This is an optimization exercise on Yosys and OpenROAD, whose aim is small area, a short achievable clock period and few clock cycles per item, not a production implementation. In this exercise RTL edits were held to simulation tests only and were not proved equivalent to the original. Power is estimated from default activity; no workload was simulated.

$ cat design/flow/config.mk
export PLATFORM = sky130hd
export DESIGN_NAME = mulmont256
export DESIGN_NICKNAME = mulmont256
export VERILOG_FILES = /design/flow/design.v
export SDC_FILE = /design/flow/constraint.sdc
export NUM_CORES = 4
export LEC_CHECK = 0
export ABC_CLOCK_PERIOD_IN_PS = 3000
export CAP_MARGIN = 20
export CORE_MARGIN = 2
export CORE_UTILIZATION = 38
export PLACE_DENSITY = 0.55
export SLEW_MARGIN = 20
export SYNTH_HIERARCHICAL = 1
$ cat design/flow/constraint.sdc
create_clock -name core_clock -period 16.0 [get_ports {clk}]
set_input_delay 3.2000 -clock core_clock [delete_from_list [all_inputs] [get_ports {clk}]]
set_output_delay 3.2000 -clock core_clock [all_outputs]
set_load 0.01 [all_outputs]
$ cat design/flow/flow/run.sh
#!/bin/bash
set -o pipefail
bash standard.sh SETUP_SLACK_MARGIN=11.5 finish > flow.log 2>&1
EOF=$?
tail -40 flow.log
exit $EOF
$ cat design/flow/design.v
module mulmont256 (
    input  wire        clk,
    input  wire        rst,
    input  wire        in_valid,
    output wire        in_ready,
    input  wire [31:0] in_data,
    output wire        out_valid,
    input  wire        out_ready,
    output wire [31:0] out_data,
    output wire        out_fault
);
    localparam N = 258;
    localparam [3:0] E_IDLE  = 4'd0,
                     E_BLAK  = 4'd1,    
                     E_MONT  = 4'd2,    
                     E_MDIV  = 4'd3,    
                     E_CONV  = 4'd4,    
                     E_ADD   = 4'd5,    
                     E_CONV2 = 4'd6,    
                     E_SUB   = 4'd7,    
                     E_SUB2  = 4'd8,    
                     E_NORM  = 4'd9,    
                     E_BIAS  = 4'd10,   
                     E_DNRM  = 4'd11,   
                     E_DONE  = 4'd12,
                     E_FAULT = 4'd13,
                     E_ADDN  = 4'd14;   
    localparam [2:0] P_FAST = 3'd0,
                     P_MONT = 3'd1,
                     P_T1   = 3'd2,
                     P_N1   = 3'd3,
                     P_N2   = 3'd4,
                     P_FC   = 3'd5;
    localparam [1:0] M_X0 = 2'd0, M_X1 = 2'd1, M_X4 = 2'd2, M_D2 = 2'd3;
    reg  [3:0]   est;
    reg  [2:0]   ph;
    reg  [7:0]   cnt;
    reg          fp;         
    reg          par;        
    reg          ovf;        
    reg          fault;
    reg  [255:0] x, y, m;
    reg  [N-1:0] S;
    reg  [N-1:1] C;
    reg          in_rdy;
    reg  [4:0]   lc;         
    reg          stg_v;
    reg  [31:0]  stg;
    reg  [7:0]   t;          
    reg          mnz;        
    reg          ylt;        
    assign in_ready = in_rdy;
    wire in_fire = in_valid & in_rdy;
    reg [4:0] stg_msb;
    integer j;
    always @(*) begin
        stg_msb = 5'd0;
        for (j = 0; j < 32; j = j + 1)
            if (stg[j]) stg_msb = j[4:0];
    end
    wire op_loaded = lc == 5'd24;
    wire lastw = stg_v & (lc == 5'd23);
    wire [4:0] acc = lc + {4'd0, stg_v};
    wire a23 = acc == 5'd23, a24 = acc == 5'd24;
    reg          o_v, o_f, o_busy;
    reg  [31:0]  o_d;
    reg  [3:0]   widx;       
    assign out_valid = o_v;
    assign out_data  = o_d;
    assign out_fault = o_f;
    wire out_fire = o_v & out_ready;
    reg [31:0] sword;
    always @(*) begin
        case (widx[2:0])
            3'd0: sword = S[31:0];
            3'd1: sword = S[63:32];
            3'd2: sword = S[95:64];
            3'd3: sword = S[127:96];
            3'd4: sword = S[159:128];
            3'd5: sword = S[191:160];
            3'd6: sword = S[223:192];
            default: sword = S[255:224];
        endcase
    end
    reg  [1:0]  bb;          
    reg  [8:0]  L0, L1, L2, L3, L4, L5, L6;
    wire [6:0]  Yt = lastw ? m[31:25]  : y[255:249];
    wire [6:0]  Mt = lastw ? stg[31:25] : m[255:249];
    wire [1:0]  nb = (est == E_BLAK) ? (x[253:252] & {2{fp}}) :
                     (est == E_IDLE) ? (lastw ? y[31:30] : x[255:254]) : 2'b00;
    wire [10:0] nY = (nb[1] ? {3'd0, Yt, 1'b0} : 11'd0) + (nb[0] ? {4'd0, Yt} : 11'd0);
    wire [10:0] M1 = {4'd0, Mt};
    wire [10:0] K0 = 11'd501 - nY;
    wire [10:0] K1 = 11'd501 + M1 - nY;
    wire [10:0] K2 = 11'd501 + (M1 << 1) - nY;
    wire [10:0] K3 = 11'd501 + (M1 << 1) + M1 - nY;
    wire [10:0] K4 = 11'd501 + (M1 << 2) - nY;
    wire [10:0] K5 = 11'd501 + (M1 << 2) + M1 - nY;
    wire [10:0] K6 = 11'd501 + (M1 << 2) + (M1 << 1) - nY;
    always @(posedge clk) begin
        bb <= nb;
        L0 <= K0[10:2]; L1 <= K1[10:2]; L2 <= K2[10:2]; L3 <= K3[10:2];
        L4 <= K4[10:2]; L5 <= K5[10:2]; L6 <= K6[10:2];
    end
    reg  [8:0]  Zb;
    wire ge_0 = Zb >= L0;
    wire ge_1 = Zb >= L1;
    wire ge_2 = Zb >= L2;
    wire ge_3 = Zb >= L3;
    wire ge_4 = Zb >= L4;
    wire ge_5 = Zb >= L5;
    wire ge_6 = Zb >= L6;
    reg         xb;
    wire [4:0]  xi = (est == E_MONT) ? cnt[4:0] + 5'd1 : 5'd0;
    always @(posedge clk)
        xb <= (est == E_MONT && cnt[4:0] == 5'd31 || lastw) ? x[32] : x[xi];
    wire        u  = S[1] ^ C[1] ^ (xb & y[0]);
    wire blak = est == E_BLAK;
    wire mont = est == E_MONT;
    wire t1a = blak & ge_2 & ~ge_4;
    wire t1b = blak & ge_4;
    reg  fst;
    wire early = fst & (Zb <= 9'd125);
    wire t2p = blak & ~ge_0 | mont & u | est == E_ADD | est == E_ADDN | early;
    wire t2a = blak & (ge_1 & ~ge_2 | ge_3 & ~ge_4 | ge_5 & ~ge_6) | est == E_SUB;
    wire t2b = blak & ge_6 | est == E_SUB2;
    wire e_b1 = blak & bb[1];
    wire e_b0 = blak & bb[0] | mont & xb;
    reg [1:0] mode;
    reg       kb, msk;
    always @(*) begin
        mode = M_X1; kb = 1'b0; msk = 1'b0;
        case (est)
            E_IDLE:  begin mode = o_busy ? M_X1 : M_X0; kb = ~o_busy & fast_ok; end
            E_BLAK:  begin mode = M_X4; kb = 1'b1; end
            E_MONT:  mode = M_D2;
            E_MDIV:  mode = M_D2;
            E_NORM:  mode = (!m[255] && !par) ? M_X4 : M_X1;
            E_BIAS:  kb = 1'b1;
            E_DNRM:  begin mode = M_D2; msk = 1'b1; end
            E_FAULT: mode = M_X0;
            default: ;
        endcase
    end
    wire [10:0] w1 = S[255:245];
    wire [10:0] w2 = C[255:245];
    wire [10:0] w3 = bb[1] ? {1'b0, y[255:246]} : 11'd0;
    wire [10:0] w4 = {1'b0, 1'b1, bb[0] ? y[255:247] : 9'd0};
    wire [10:0] wm1 = {2'b00, m[255:247]};
    wire [10:0] wm2 = {1'b0, m[255:246]};
    wire [10:0] wm4 = m[255:245];
    wire [10:0] w5 = ({11{t1a}} & ~wm2) | ({11{t1b}} & ~wm4);
    wire [10:0] w6 = ({11{t2p}} & wm1) | ({11{t2a}} & ~wm1) | ({11{t2b}} & ~wm2);
    wire [10:0] es, ec, fs, fc, gs, gc, hs, hc;
    mm_fa #(.W(11)) wa (.a(w1), .b(w2), .c(w3), .s(es), .co(ec));
    mm_fa #(.W(11)) wb (.a(es), .b({ec[9:0], 1'b0}), .c(w4), .s(fs), .co(fc));
    mm_fa #(.W(11)) wc (.a(fs), .b({fc[9:0], 1'b0}), .c(w5), .s(gs), .co(gc));
    mm_fa #(.W(11)) wd (.a(gs), .b({gc[9:0], 1'b0}), .c(w6), .s(hs), .co(hc));
    wire [10:0] wsum = hs + {hc[9:0], 1'b0};
    always @(posedge clk)
        Zb <= (est == E_BLAK) ? wsum[10:2] :
              (est == E_BIAS) ? {2'b01, S[255:249]} : 9'd128;
    wire sx4 = mode == M_X4, sx1 = mode == M_X1, sd2 = mode == M_D2;
    wire [N-1:0] ns, ncr;
    mm_tree #(.N(N)) tree (
        .S(S), .C(C), .y(y), .m(m), .sx4(sx4), .sx1(sx1), .sd2(sd2), .msk(msk),
        .e_b1(e_b1), .e_b0(e_b0), .kb(kb),
        .t1a(t1a), .t1b(t1b), .t2p(t2p), .t2a(t2a), .t2b(t2b),
        .ns(ns), .ncr(ncr)
    );
    wire cz  = ~|C;
    wire neg = (ph == P_FAST || ph == P_FC) ? ~S[256] : S[N-1];
    wire ylt_n = (m[31:0] < stg) | ((m[31:0] == stg) & ylt);
    wire fast_ok = lastw ? (stg[31] & m[32] & ylt_n) : (m[255] & m[0] & ylt);
    wire mnz_ok  = lastw ? (mnz | (|stg)) : mnz;
    reg  free;
    wire rel = (fst & ((Zb <= 9'd125) | (Zb >= 9'd128))) | (fin & ~free);
    wire fin = (est == E_DONE) |
               (ph == P_FAST & cz & ~fst & ((est == E_CONV & ~neg) | est == E_CONV2));
    wire         x_shl  = est == E_BLAK;
    wire         x_en   = stg_v | x_shl | (est == E_MONT && cnt[4:0] == 5'd31);
    wire [255:0] x_d    = x_shl ? {x[253:0], 2'b00} : {y[31:0], x[255:32]};
    wire         m_shl  = est == E_NORM;
    wire         m_en   = stg_v | (m_shl & ~m[255]);
    wire [255:0] m_d    = m_shl ? {m[254:0], 1'b0} : {stg, m[255:32]};
    reg [3:0] nxt;
    always @(*) begin
        case (ph)
            P_T1:    nxt = E_NORM;
            P_N1:    nxt = E_SUB;
            P_N2:    nxt = E_BIAS;
            P_FC:    nxt = (t == 8'd255) ? E_DONE : E_DNRM;
            default: nxt = E_DONE;
        endcase
    end
    always @(posedge clk) begin
        stg   <= in_data;
        if (x_en) x <= x_d;
        if (stg_v) y <= {m[31:0], y[255:32]};
        if (m_en) m <= m_d;
        if (stg_v) begin
            if (lc == 5'd16) begin
                mnz <= |stg;
                t   <= {3'd0, stg_msb};
                ylt <= m[31:0] < stg;
            end else if (lc > 5'd16) begin
                if (|stg) begin
                    mnz <= 1'b1;
                    t   <= {lc[2:0], stg_msb};
                end
                ylt <= (m[31:0] < stg) | ((m[31:0] == stg) & ylt);
            end
        end
    end
    always @(posedge clk) begin
        S <= ns;
        C <= ncr[N-2:0];
        if (rst) begin
            est    <= E_IDLE;
            ph     <= P_FAST;
            fst    <= 1'b0;
            free   <= 1'b1;
            cnt    <= 8'd0;
            lc     <= 5'd0;
            stg_v  <= 1'b0;
            in_rdy <= 1'b0;
            o_v    <= 1'b0;
            o_f    <= 1'b0;
            o_busy <= 1'b0;
            widx   <= 4'd0;
            fault  <= 1'b0;
        end else begin
            stg_v <= in_fire;
            if (stg_v) lc <= lc + 5'd1;
            in_rdy <= (free | rel) & ~(in_fire & a23) & ~a24;
            if (rel) begin
                free <= 1'b1;
                lc   <= 5'd0;
            end
            if (out_fire) begin
                if (widx == 4'd8) begin
                    o_v    <= 1'b0;
                    o_busy <= 1'b0;
                end else begin
                    o_d  <= fault ? 32'd0 : sword;
                    widx <= widx + 4'd1;
                end
            end
            case (est)
                E_IDLE: begin
                    cnt <= 8'd0;
                    if ((op_loaded | lastw) && !o_busy) begin
                        free  <= 1'b0;
                        fault <= 1'b0;
                        fp    <= fast_ok;
                        if (!mnz_ok)      est <= E_FAULT;
                        else if (fast_ok) est <= E_BLAK;
                        else              est <= E_MONT;
                    end
                end
                E_BLAK: begin
                    cnt <= cnt + 8'd1;
                    if (cnt == 8'd127) begin
                        est <= E_CONV;
                        ph  <= fp ? P_FAST : P_FC;
                        fst <= fp;
                    end
                end
                E_MONT: begin
                    cnt <= cnt + 8'd1;
                    if (cnt == t)
                        est <= E_MDIV;
                end
                E_MDIV: begin
                    est <= E_CONV;
                    ph  <= P_MONT;
                end
                E_CONV: if (fst) begin
                    fst <= 1'b0;
                end else if (cz) begin
                    if (fin) begin
                        est <= E_IDLE;
                    end else if (ph == P_MONT) begin
                        est <= E_SUB;
                        ph  <= P_T1;
                    end else if (neg) begin
                        est <= (ph == P_N1) ? E_ADDN : E_ADD;
                        if (ph == P_N1) ph <= P_N2;
                    end else begin
                        est <= nxt;
                        if (ph == P_T1) begin cnt <= 8'd0; par <= 1'b0; ovf <= 1'b0; end
                        if (ph == P_N1) ph <= P_N2;
                        if (ph == P_FC) cnt <= t;
                    end
                end
                E_ADD:  est <= E_CONV2;
                E_ADDN: est <= E_CONV;
                E_CONV2: if (cz) begin
                    est <= fin ? E_IDLE : nxt;
                    if (ph == P_T1) begin cnt <= 8'd0; par <= 1'b0; ovf <= 1'b0; end
                    if (ph == P_N1) ph <= P_N2;
                    if (ph == P_FC) cnt <= t;
                end
                E_SUB:  est <= E_CONV;
                E_SUB2: est <= E_CONV;
                E_NORM: begin
                    if (!m[255]) begin
                        par <= ~par;
                        if (!par) begin
                            cnt <= cnt + 8'd1;
                            ovf <= ovf | S[257] | S[256];
                        end
                    end else if (ovf | S[257] | (S[256] & ~par)) begin
                        fault <= 1'b1;
                        est   <= E_DONE;
                    end else begin
                        est <= par ? E_SUB2 : E_SUB;
                        ph  <= par ? P_N1 : P_N2;
                    end
                end
                E_BIAS: begin
                    est <= cnt[7] ? E_CONV : E_BLAK;
                    ph  <= P_FC;
                end
                E_DNRM: begin
                    cnt <= cnt + 8'd1;
                    if (cnt == 8'd254) est <= E_DONE;
                end
                E_FAULT: begin
                    fault <= 1'b1;
                    est   <= E_DONE;
                end
                E_DONE: est <= E_IDLE;
                default: est <= E_IDLE;
            endcase
            if (fin) begin
                o_v    <= 1'b1;
                o_busy <= 1'b1;
                o_f    <= fault;
                o_d    <= fault ? 32'd0 : S[31:0];
                widx   <= 4'd1;
            end
        end
    end
endmodule
module mm_tree #(parameter N = 258) (
    input  wire [N-1:0] S,
    input  wire [N-1:1] C,
    input  wire [255:0] y,
    input  wire [255:0] m,
    input  wire         sx4, sx1, sd2, msk,
    input  wire         e_b1, e_b0, kb,
    input  wire         t1a, t1b, t2p, t2a, t2b,
    output wire [N-1:0] ns,
    output wire [N-1:0] ncr
);
    wire [N-1:0] Cf = {C, 1'b0};
    wire [N-1:0] p1 = ({N{sx4}} & {S[N-3:0], 2'b00}) | ({N{sx1}} & S) |
                      ({N{sd2}} & {1'b0, S[N-1] & ~msk, S[N-2] & ~msk, S[N-3:1]});
    wire [N-1:0] p2 = ({N{sx4}} & {Cf[N-3:0], 2'b00}) | ({N{sx1}} & Cf) |
                      ({N{sd2}} & {1'b0, Cf[N-1:1]});
    wire [N-1:0] ye  = {2'b00, y};
    wire [N-1:0] me  = {2'b00, m};
    wire [N-1:0] p3  = e_b1 ? {ye[N-2:0], 1'b0} : {N{1'b0}};
    wire [N-1:0] p4  = {1'b0, kb, e_b0 ? y : 256'd0};
    wire [N-1:0] m1  = me;
    wire [N-1:0] m2  = {me[N-2:0], 1'b0};
    wire [N-1:0] m4  = {me[N-3:0], 2'b00};
    wire [N-1:0] t1 = ({N{t1a}} & ~m2) | ({N{t1b}} & ~m4);
    wire [N-1:0] t2 = ({N{t2p}} & m1) | ({N{t2a}} & ~m1) | ({N{t2b}} & ~m2);
    wire         i1 = t1a | t1b;
    wire         i2 = t2a | t2b;
    wire [N-1:0] as_, acr, bs, bcr, cs, ccr;
    mm_fa #(.W(N)) ra (.a(p1),  .b(p2), .c(p3), .s(as_), .co(acr));
    wire [N-1:0] ac = {acr[N-2:0], 1'b0};
    mm_fa #(.W(N)) rb (.a(as_), .b(ac), .c(p4), .s(bs),  .co(bcr));
    wire [N-1:0] bc = {bcr[N-2:0], i2};
    mm_fa #(.W(N)) rc (.a(bs),  .b(t1), .c(t2), .s(cs),  .co(ccr));
    wire [N-1:0] cc = {ccr[N-2:0], i1};
    mm_fa #(.W(N)) rd (.a(cs),  .b(cc), .c(bc), .s(ns),  .co(ncr));
endmodule
module mm_fa #(parameter W = 1) (
    input  wire [W-1:0] a, b, c,
    output wire [W-1:0] s, co
);
    assign s  = a ^ b ^ c;
    assign co = (a & b) | (a & c) | (b & c);
endmodule
$ cat design/flow/standard.sh
#!/bin/bash
# synth_recipe.tcl (not shown) runs the flow's synth.tcl, then flattens the netlist and writes it again
# the make line also repeats each setting of config.mk as NAME=value (left out here)
make -C /OpenROAD-flow-scripts/flow DESIGN_CONFIG=/design/flow/config.mk WORK_HOME=/design/flow/orfs CLKGATE_MAP_FILE= SYNTH_SCRIPT=/design/flow/synth_recipe.tcl "${@:-finish}"
==> flow_summary.ini, run 1 <==
[synth]
top_cells_by_area_synth = sky130_fd_sc_hd__edfxtp_1 26%, sky130_fd_sc_hd__fa_1 23%, sky130_fd_sc_hd__dfxtp_1 14%
synth.ff_latch_count = 1465
yosysMostFrequentCell = sky130_fd_sc_hd__nand2_1
share_of_synthesized_area_occupied_by_flip_flops_and_latches = 0.396
netlist.top_cell.by_area = sky130_fd_sc_hd__edfxtp_1
synth_async_sr_flop_share = 0
synth_area_um2 = 94500
synth_enable_flop_cells = 813
yosysUniqueCellTypes = 79
yosys_warnings = 7
post_synth_inst_count = 8525
syn_area_per_cell_um2 = 11.1
synth_commonest_cells = 1,558 x sky130_fd_sc_hd__nand2_1, 1,101 x sky130_fd_sc_hd__fa_1, 813 x sky130_fd_sc_hd__edfxtp_1
dominantRegCellSynth = sky130_fd_sc_hd__edfxtp_1
synth_top_area_share = 0.258

[placed_design]
dpl-instance-area_um2 = 98200
gpl.final_weighted_congestion = 0.936
place_worst_setup_slack_ns = 9.16
dpl.hpwl_um = 258000
placement.io_buffers = 70

[flow_run]
maxCapViolCount = 0

[floorplanning]
chipWidth_um = 503
core_area_um2 = 248000
die_y_um = 503
ioPinCount = 71
die-area_um2 = 253000
floorplan.initialDensity = 0.381
rows = 183

[timing]
setup-violations-final = 0
finalWorstPathRequiredPeriod_ns = 4.78
final_worst_setup_slack_ns = 11.22
finalSetupTns_ns = 0
finalMaxSlewViolations = 0
timing.clock.skew_ns = 0.0684
unrepaired_setup_endpoints_after_global_routing = true
finalHoldWorstSlack_ns = 0.455
worst_slew_margin_rel = 0.114
max_freq_mhz = 209
period_share = 0.299
final_hold_viol_count = 0
worst-slew-pin-transition_ns = 1.33

[detailed_routing]
routed_wl_um = 437000
post_drt_via_cell_ratio = 6.39
detailed_router_iteration_count_before_antenna_repair = 13
wire_length_per_cell_after_detailed_routing_um = 35.8
final_antenna_net_count = 0
drtIter0Drc = 15174
detailroute.via_count = 77864
route.detailed.drc = 0

[global_routing]
grt_pass1_wl_um = 578000
antenna_found_initial = 22
grt_pass1_vias = 75249
grt_max_degree = 123
remaining_global_route_overflow = 0
overall_fraction_of_global_route_tracks_in_use = 0.320

[power_and_ir_drop]
totalPowerFinal_w = 0.0200
pwr_dens_nw_per_um2 = 180
irDropWorstVdd_mv = 0.223
static-leakage-power_nw = 50.6

[worst_setup_path]
r2r-end = o_d[6]
timing.critical_path.from_type = flop
critical_path.endpoint_type = flop
setup.worst_path.end = o_d[6]
worst_r2r_path_depth = 8
worst-r2r-setup-slack_ns = 11.22
worst_setup_path_startpoint = C[193]
crit_required_ns = 16.55
criticalPathCategory = flop to flop
critical_path_peak_fanout = 36
timing.rr.start = C[193]
cp_data_arrival_time_ns = 5.33

[final_layout]
nFillCells = 22900
drive_above_1_share = 0.124
footprint_of_the_multi_input_gates_um2 = 53400
syn_to_final_growth_pct = 17.3
final_net_count = 9996
sequential_cell_area_um2 = 37500
fin_area_um2 = 111000

[clocking]
clk_transition_reported_paths_ns = 0.06
clock_latency_ns = 0.90
htree_num_levels = 4
cts_tree = yes
cts_made_buffers = 176
clock_sink_count = 1465
cts_hold_buf = 0
clockBufferDepth = 3
clockRootBuffer = sky130_fd_sc_hd__clkbuf_16

[hold_path]
holdCritPathClass = flop to flop

[run_status]
status = complete, no violations
state kept, by name (all words and copies together) (netlist names), 32 cells and up:
signal / count
m: 256
S: 258
x: 256
o_d: 32
stg: 32
y: 256
C: 257
per-stage QoR:
step	utilization	std cells
2_1_floorplan	-	8532
3_3_place_gp	0.396	11466
3_5_place_dp	0.396	11466
4_1_cts	0.435	11984
5_1_grt	0.447	12160
6_report	0.447	12193
critical path, stage by stage, from the launching register on:
cell                       delay, ns
sky130_fd_sc_hd__dfxtp_1        0.44
sky130_fd_sc_hd__nor4_1         0.65
sky130_fd_sc_hd__nand4_1        0.49
sky130_fd_sc_hd__nor4_4         0.52
sky130_fd_sc_hd__and3_2         0.53
sky130_fd_sc_hd__a31oi_4        0.23
sky130_fd_sc_hd__buf_4          0.37
sky130_fd_sc_hd__buf_6          0.36
sky130_fd_sc_hd__a211oi_4       0.80
worst min path at each step:
stage / start / end / slack, ns / cells after the start
5_1_grt: y[114] / y[82] / 0.48 / 0
6_report: y[174] / y[142] / 0.46 / 0
3_5_place_dp: y[172] / y[140] / 0.45 / 0
3_3_place_gp: y[172] / y[140] / 0.45 / 0
4_1_cts: y[174] / y[142] / 0.46 / 0
2_1_floorplan: y[32] / y[0] / 0.43 / 0
area by class of cell:
class,instances,share of cell area
multi-input combinational,5809,0.481
sequential,1465,0.338
timing repair buffer,519,0.0647
clock buffer,238,0.0439
tap,3330,0.0376
inverter,694,0.0245
clock inverter,95,0.00830
timing repair inverter,9,0.000801
antenna,34,0.000767
where the power goes:
| group | total (W) | internal (W) | switching, W |
|---|---|---|---|
| sequential | 0.00605 | 0.00490 | 0.00116 |
| combinational | 0.00978 | 0.00378 | 0.00600 |
| clock | 0.00414 | 0.00233 | 0.00181 |
| total | 0.0200 | 0.0110 | 0.00897 |
placed cells by master, fill, tap and decap left out, drive strengths merged, types with 13 or more instances in the layout:
cell type and count:
a22oi 27, bufbuf 22, nand2 1564, nand3 29, buf 403, o21bai 13, clkinvlp 15, a311oi 23
nand4 33, a2111oi 16, o21a 19, dfxtp 652, a222oi 532, clkdlybuf4s50 35, edfxtp 813, inv 698
diode 34, a211oi 35, nor2 167, a22o 39, nand2b 27, o22ai 277, nor3 30, fa 1101
xnor2 59, and2 539, nor2b 24, or2 16, mux2i 270, a21oi 94, nor4 81, xor2 36
clkinv 73, mux2 27, o21ai 360, clkbuf 297, a21o 39, ha 185
repair_timing:
action                     in CTS  in global routing
setup endpoints to repair     811                573
pin swaps                      92                381
gates resized for setup       441                212
setup buffers                 119                 99
cloned                         66                 74
cells by family after synthesis:
kind of cell,after synthesis,share of synthesized area
other,3,0.000119
adders and majority gates,1286,0.258
xor gates and xnor gates,95,0.00880
DFF,1465,0.396
buffers and inverters,1268,0.0569
AOI/OAI and AO/OA,1568,0.125
and+or+nand+nor,2538,0.122
muxes,302,0.0330
metal layers:
metal	wire length (µm)	global-route usage	share of wire
met2	179000	0.459	0.41
met1	156000	0.413	0.36
met3	61500	0.0979	0.14
met5	287	0	0.00066
met4	39700	0.218	0.091
Testbench counts, summed over its fixed seeds: cycles 29,875, items 192.
==> run 2: changes to the inputs <==
==> design/flow/flow/run.sh (replaced) <==
#!/bin/bash
set -o pipefail
bash standard.sh SETUP_SLACK_MARGIN=11 finish > flow.log 2>&1
EOF=$?
tail -40 flow.log
exit $EOF
==> flow_summary.ini, run 2 <==
[worst_setup_path]
timing.rr.start = C[184]
setup.worst_path.end = o_d[6]
crit_required_ns = 16.56
critical_path_peak_fanout = 41
timing.critical_path.from_type = flop
criticalPathCategory = flop to flop
r2r-end = o_d[6]
worst-r2r-setup-slack_ns = 10.69
cp_data_arrival_time_ns = 5.87
worst_r2r_path_depth = 8
critical_path.endpoint_type = flop
worst_setup_path_startpoint = C[184]

[synth]
yosysUniqueCellTypes = 79
synth_area_um2 = 94500
yosys_warnings = 7
synth_async_sr_flop_share = 0
synth.ff_latch_count = 1465
netlist.top_cell.by_area = sky130_fd_sc_hd__edfxtp_1
synth_top_area_share = 0.258
dominantRegCellSynth = sky130_fd_sc_hd__edfxtp_1
share_of_synthesized_area_occupied_by_flip_flops_and_latches = 0.396
yosysMostFrequentCell = sky130_fd_sc_hd__nand2_1
top_cells_by_area_synth = sky130_fd_sc_hd__edfxtp_1 26%, sky130_fd_sc_hd__fa_1 23%, sky130_fd_sc_hd__dfxtp_1 14%
post_synth_inst_count = 8525
syn_area_per_cell_um2 = 11.1
synth_commonest_cells = 1,558 x sky130_fd_sc_hd__nand2_1, 1,101 x sky130_fd_sc_hd__fa_1, 813 x sky130_fd_sc_hd__edfxtp_1
synth_enable_flop_cells = 813

[hold_path]
holdCritPathClass = flop to flop

[clocking]
cts_tree = yes
clock_sink_count = 1465
cts_made_buffers = 178
htree_num_levels = 4
clock_latency_ns = 0.89
clk_transition_reported_paths_ns = 0.06
cts_hold_buf = 0
clockBufferDepth = 3
clockRootBuffer = sky130_fd_sc_hd__clkbuf_16

[detailed_routing]
post_drt_via_cell_ratio = 6.23
detailed_router_iteration_count_before_antenna_repair = 14
final_antenna_net_count = 0
wire_length_per_cell_after_detailed_routing_um = 33.3
detailroute.via_count = 74256
route.detailed.drc = 0
drtIter0Drc = 13009
routed_wl_um = 397000

[timing]
finalSetupTns_ns = 0
period_share = 0.332
timing.clock.skew_ns = 0.0741
finalMaxSlewViolations = 0
max_freq_mhz = 188
worst_slew_margin_rel = 0.209
final_hold_viol_count = 0
finalWorstPathRequiredPeriod_ns = 5.31
worst-slew-pin-transition_ns = 1.18
unrepaired_setup_endpoints_after_global_routing = true
setup-violations-final = 0

[power_and_ir_drop]
p_comb_frac = 0.450
netSwitchingPower_w = 0.00824
totalPowerFinal_w = 0.0185
netSwitchingFraction = 0.444
pwr_dens_nw_per_um2 = 174
p_int_w = 0.0103
power.share.sequential = 0.325
static-leakage-power_nw = 48.6
share_clk_of_total_power = 0.224
irDropWorstVdd_mv = 0.266

[final_layout]
final_net_count = 9735
largest-register = S
largest_reg_flops = 258
syn_to_final_growth_pct = 12.6
post_route_insts_no_fill = 11912
finish.utilization = 0.429
drive_above_1_share = 0.0787
nFillCells = 23255
mostFrequentLayoutCells = 1,554 x sky130_fd_sc_hd__nand2_1, 1,097 x sky130_fd_sc_hd__fa_1, 813 x sky130_fd_sc_hd__edfxtp_1, 673 x sky130_fd_sc_hd__inv_1, 637 x sky130_fd_sc_hd__dfxtp_1
commonest_non_fill_non_tap_cell_in_the_layout = sky130_fd_sc_hd__nand2_1
largest_registers = S: 258 flops, C: 257 flops
fin_area_um2 = 106000

[floorplanning]
ioPinCount = 71
die_y_um = 503
die-area_um2 = 253000
core_area_um2 = 248000
chipWidth_um = 503
floorplan.initialDensity = 0.381
rows = 183

[flow_run]
maxCapViolCount = 0

[global_routing]
antenna_found_initial = 27
overall_fraction_of_global_route_tracks_in_use = 0.306
grt_pass1_vias = 73716
grt_pass1_wl_um = 558000
grt_max_degree = 140
remaining_global_route_overflow = 0

[placed_design]
dpl.hpwl_um = 254000
placement.io_buffers = 70
place.detailed.instances = 11455
dpl-instance-area_um2 = 98100
gpl.final_weighted_congestion = 0.930

[run_status]
status = complete, no violations
==> run 2: cell counts after synthesis <==
No cell type changed its count.
==> run 2: metrics by stage <==
step	hold WS, ns	worst slack, ns
CTS	0.478	11.00
detailed placement	0.456	9.10
finish	0.477	10.69
floorplan	0.433	9.78
global placement	0.466	9.10
global route	0.500	10.88
==> run 2: cell families (layout without fill, tap and decap cells) <==
kind of cell	Yosys count	in the layout	synth area share
xor+xnor	95	95	0.00880
mux	302	302	0.0330
other cells	3	24	0.000119
flops	1465	1465	0.396
compound gates	1568	1568	0.125
fa+ha+maj	1286	1286	0.258
simple gates	2538	2547	0.122
buf+inv	1268	1295	0.0569
==> run 2: layout make-up <==
type / count / area, µm² / area share
diodes: 14 / 35.0 / 0.000329
clock buffers: 251 / 4930 / 0.0463
clock inverters: 84 / 935 / 0.00878
inverters: 694 / 2670 / 0.0251
multi-input cells: 5808 / 52800 / 0.496
flip-flops and latches: 1465 / 37500 / 0.352
well taps: 3330 / 4170 / 0.0391
repair buffers: 264 / 3340 / 0.0314
repair inverters: 2 / 17.5 / 0.000165
==> run 2: timing repair <==
item / CTS / global route
buffers inserted: 43 / 28
cloned: 27 / 10
setup endpoints to repair: 687 / 365
pin swaps: 17 / 26
resized for setup: 167 / 52
==> run 2: critical path: stages, from the launching register on <==
cell	delay, ns
sky130_fd_sc_hd__dfxtp_1	0.48
sky130_fd_sc_hd__nor4_2	0.68
sky130_fd_sc_hd__nand4_1	0.38
sky130_fd_sc_hd__nor4_1	0.80
sky130_fd_sc_hd__and3_1	0.70
sky130_fd_sc_hd__a31oi_4	0.27
sky130_fd_sc_hd__buf_4	0.34
sky130_fd_sc_hd__buf_4	0.44
sky130_fd_sc_hd__a211oi_4	0.79
==> run 2: power by group through the flow <==
stage / clock network [W] / registers (W) / logic, W
CTS: 0.00420 / 0.00596 / 0.00799
finish: 0.00416 / 0.00604 / 0.00835
global route: 0.00433 / 0.00604 / 0.00906
floorplan: 0 / 0.00539 / 0.00536
detailed placement: 0 / 0.00602 / 0.00753
global placement: 0 / 0.00603 / 0.00733
==> run 2: worst min path at each step <==
| stage | startpoint | end | slack (ns) | cells past startpoint |
|---|---|---|---|---|
| 2_1_floorplan | y[32] | y[0] | 0.43 | 0 |
| 6_report | y[141] | y[109] | 0.48 | 0 |
| 5_1_grt | y[139] | y[107] | 0.50 | 0 |
| 3_5_place_dp | y[172] | y[140] | 0.46 | 0 |
| 4_1_cts | y[141] | y[109] | 0.48 | 0 |
| 3_3_place_gp | y[156] | y[124] | 0.47 | 0 |
==> run 2: routing by layer <==
| layer | vias up | part of all wire | track usage |
|---|---|---|---|
| met3 | 1139 | 0.12 | 0.0859 |
| met5 | - | 0.00029 | 0.000761 |
| met2 | 5560 | 0.42 | 0.445 |
| met4 | 18 | 0.077 | 0.191 |
| met1 | 37666 | 0.38 | 0.403 |
| li1 | 29873 | - | - |
==> run 3: changes to the inputs <==
==> design/flow/run.sh (new file) <==
#!/bin/bash
# synth_recipe.tcl (not shown) runs the flow's synth.tcl, then flattens the netlist and writes it again
# the make line also repeats each setting of config.mk as NAME=value (left out here)
make -C /OpenROAD-flow-scripts/flow DESIGN_CONFIG=/design/flow/config.mk WORK_HOME=/design/flow/orfs CLKGATE_MAP_FILE= SYNTH_SCRIPT=/design/flow/synth_recipe.tcl finish
--- a/design/flow/config.mk
+++ b/design/flow/config.mk
@@ -11,4 +11,5 @@
 export CORE_UTILIZATION = 38
 export PLACE_DENSITY = 0.55
+export SETUP_SLACK_MARGIN = 5
 export SLEW_MARGIN = 20
 export SYNTH_HIERARCHICAL = 1
removed: design/flow/flow/run.sh
removed: design/flow/standard.sh
==> flow_summary.ini, run 3 <==
[placed_design]
place_worst_setup_slack_ns = 9.50
dpl-instance-area_um2 = 97800
place.detailed.instances = 11466
dpl.hpwl_um = 257000
placement.io_buffers = 70
gpl.final_weighted_congestion = 0.944

[global_routing]
grt_pass1_wl_um = 531000
grt_max_degree = 182
remaining_global_route_overflow = 0
overall_fraction_of_global_route_tracks_in_use = 0.288
grt_pass1_vias = 71668
antenna_found_initial = 13

[synth]
synth_commonest_cells = 1,558 x sky130_fd_sc_hd__nand2_1, 1,101 x sky130_fd_sc_hd__fa_1, 813 x sky130_fd_sc_hd__edfxtp_1
synth_top_area_share = 0.258
yosysMostFrequentCell = sky130_fd_sc_hd__nand2_1
yosys_warnings = 7
netlist.top_cell.by_area = sky130_fd_sc_hd__edfxtp_1
top_cells_by_area_synth = sky130_fd_sc_hd__edfxtp_1 26%, sky130_fd_sc_hd__fa_1 23%, sky130_fd_sc_hd__dfxtp_1 14%
share_of_synthesized_area_occupied_by_flip_flops_and_latches = 0.396
syn_area_per_cell_um2 = 11.1
post_synth_inst_count = 8525
synth_enable_flop_cells = 813
yosysUniqueCellTypes = 79
synth_area_um2 = 94500
synth.ff_latch_count = 1465
dominantRegCellSynth = sky130_fd_sc_hd__edfxtp_1
synth_async_sr_flop_share = 0

[final_layout]
largest_registers = S: 258 flops, C: 257 flops
syn_to_final_growth_pct = 9.63
largest_reg_flops = 258
fin_area_um2 = 104000
final_net_count = 9633
mostFrequentLayoutCells = 1,555 x sky130_fd_sc_hd__nand2_1, 1,101 x sky130_fd_sc_hd__fa_1, 813 x sky130_fd_sc_hd__edfxtp_1, 686 x sky130_fd_sc_hd__inv_1, 649 x sky130_fd_sc_hd__dfxtp_1
drive_above_1_share = 0.0546
largest-register = S
post_route_insts_no_fill = 11805
commonest_non_fill_non_tap_cell_in_the_layout = sky130_fd_sc_hd__nand2_1

[floorplanning]
ioPinCount = 71
floorplan.initialDensity = 0.381
core_area_um2 = 248000
chipWidth_um = 503
rows = 183
die-area_um2 = 253000
die_y_um = 503

[power_and_ir_drop]
pwr_dens_nw_per_um2 = 170
irDropWorstVdd_mv = 0.166
totalPowerFinal_w = 0.0176
static-leakage-power_nw = 47.5

[worst_setup_path]
path_cells = inv_1 -> nor3_2 -> buf_4 -> buf_12 -> buf_4 -> a222oi_1 -> inv_1 -> fa_1 -> fa_1 -> fa_1 -> fa_1
r2r-end = S[114]
worst-r2r-setup-slack_ns = 9.28
timing.rr.start = est[1]
crit_required_ns = 16.74
critical_path_peak_fanout = 181
cp_data_arrival_time_ns = 7.47
worst_r2r_path_depth = 11
criticalPathCategory = flop to flop
critical_path.endpoint_type = flop
timing.critical_path.from_type = flop
timing.critical_path.mode_cell = sky130_fd_sc_hd__fa_1
worst_path_largest_cell_delay_ns = 0.99
cpMaxStageDelayCell = sky130_fd_sc_hd__dfxtp_1

[timing]
setup-violations-final = 0
finalWorstPathRequiredPeriod_ns = 6.72
unrepaired_setup_endpoints_after_global_routing = false
worst_slew_margin_rel = 0.136
final_worst_setup_slack_ns = 9.28
final_hold_viol_count = 0
timing.clock.skew_ns = 0.0579
finalSetupTns_ns = 0
finalMaxSlewViolations = 0
period_share = 0.420
max_freq_mhz = 149
worst-slew-pin-transition_ns = 1.28

[run_status]
status = complete, no violations

[clocking]
cts_tree = yes
clockBufferDepth = 3
cts_hold_buf = 0
clock_sink_count = 1465
clock_latency_ns = 0.89
clockRootBuffer = sky130_fd_sc_hd__clkbuf_16
cts_post_setup_buffers_inserted = 0
htree_num_levels = 4
ctsResizeCount = 0
cts_made_buffers = 172
clk_transition_reported_paths_ns = 0.06

[hold_path]
hold_path_depth = 0
worstHoldStart = y[32]
holdCritPathClass = flop to flop
whs_endpoint = y[0]

[detailed_routing]
detailed_router_iteration_count_before_antenna_repair = 14
final_antenna_net_count = 0
route.detailed.drc = 0
post_drt_via_cell_ratio = 6.10
wire_length_per_cell_after_detailed_routing_um = 31.3
detailroute.via_count = 72066
routed_wl_um = 369000
drtIter0Drc = 12490

[flow_run]
maxCapViolCount = 0
## run 3: changes by cell type in the layout (fill, tap and decap cells not counted), moves of 11 or more
cell                              delta
sky130_fd_sc_hd__ha_4               -17
sky130_fd_sc_hd__dfxtp_1            +12
sky130_fd_sc_hd__clkdlybuf4s50_1    +12
sky130_fd_sc_hd__buf_12             -16
sky130_fd_sc_hd__a21oi_1            +15
sky130_fd_sc_hd__inv_1              +13
sky130_fd_sc_hd__bufbuf_16          -12
sky130_fd_sc_hd__ha_1               +18
sky130_fd_sc_hd__a21oi_2            -13
sky130_fd_sc_hd__clkbuf_16          -14
sky130_fd_sc_hd__buf_4              -16
sky130_fd_sc_hd__o21ai_0            +11
sky130_fd_sc_hd__dlygate4sd2_1      -12
sky130_fd_sc_hd__buf_16             -18
## run 3: how the worst max path moves through the flow
stage                     endpoint  cells past startpoint  slack, ns   start
after floorplan               x[0]                      3       6.07   stg_v
after global placement      S[204]                     13       9.63  est[1]
after detailed placement    S[114]                     12       9.50  est[1]
after CTS                   S[114]                     12       9.49  est[1]
after global routing        S[143]                     12       9.05  est[1]
final                       S[114]                     11       9.28  est[1]
## run 3: power breakdown
group          internal (W)  switching (W)
Combinational       0.00269        0.00482
Sequential          0.00490        0.00112
Clock               0.00231        0.00179
Total               0.00990        0.00773
## run 3: cell type report
type	instances	area (µm²)
inverter	694	2630
sequential	1465	37500
multi-input combinational	5799	51900
clock buffer	239	4750
clock inverter	85	1030
timing repair buffer	179	1640
antenna	14	35.0
tap	3330	4170
fill	23600	144000
## run 3: per-stage QoR
step | util | hold slack, ns
4_1_cts | 0.418 | 0.436
3_5_place_dp | 0.394 | 0.464
5_1_grt | 0.418 | 0.468
6_report | 0.418 | 0.448
2_1_floorplan | - | 0.433
3_3_place_gp | 0.394 | 0.461
## run 3: worst max-delay path, delay by kind of cell, from the launching register on
family | cells | cell delay [ns]
buffers and inverters | 5 | 2.62
adders and majority gates | 4 | 2.01
DFF | 1 | 0.99
and+or+nand+nor | 1 | 0.40
AOI/OAI and AO/OA | 1 | 0.26
## run 3: cells by family (layout without fill, tap and decap cells)
family,Yosys count,count (layout),share of synthesized area
xor+xnor,95,95,0.00880
mux,302,302,0.0330
flops,1465,1465,0.396
other cells,3,24,0.000119
compound gates,1568,1568,0.125
simple gates,2538,2538,0.122
buf+inv,1268,1197,0.0569
fa+ha+maj,1286,1286,0.258
## run 3: routing by layer
metal | vias up | routed length (µm) | track usage
li1 | 29607 | - | -
met1 | 36692 | 146000 | 0.390
met2 | 4848 | 158000 | 0.420
met3 | 909 | 39300 | 0.0633
met4 | 10 | 26300 | 0.177
met5 | - | 77 | 0

==> what the ideal ports hide <==
The results above use ideal ports. As a check the final layouts listed here were re-extracted and re-timed, cells and wires unchanged. Step 1: set_driving_cell puts a clkbuf_16 on clk and a buf_2 on each other input, an assumption about the parent block. Step 2 also shifts input and output timing later by t, the mid clock arrival at the registers, as if the neighbouring blocks saw the same clock. a / b / c = no drivers / after step 1 / after step 2; a / b = the first two.
| run | t (ns) | slack for setup (ns) | worst setup path after step 2 |
|---|---|---|---|
| run 1 | 0.963 | 11.221 / 11.221 / 10.749 | input to register |
| run 2 | 0.941 | 10.687 / 10.687 / 10.232 | input to register |
| run 3 | 0.967 | 9.276 / 9.276 / 9.276 | register to register |
After both steps setup and hold are still met in every run listed. The setup slack of run 1, which loses most, moves by 0.000 ns with the drivers and by -0.472 ns with both steps.
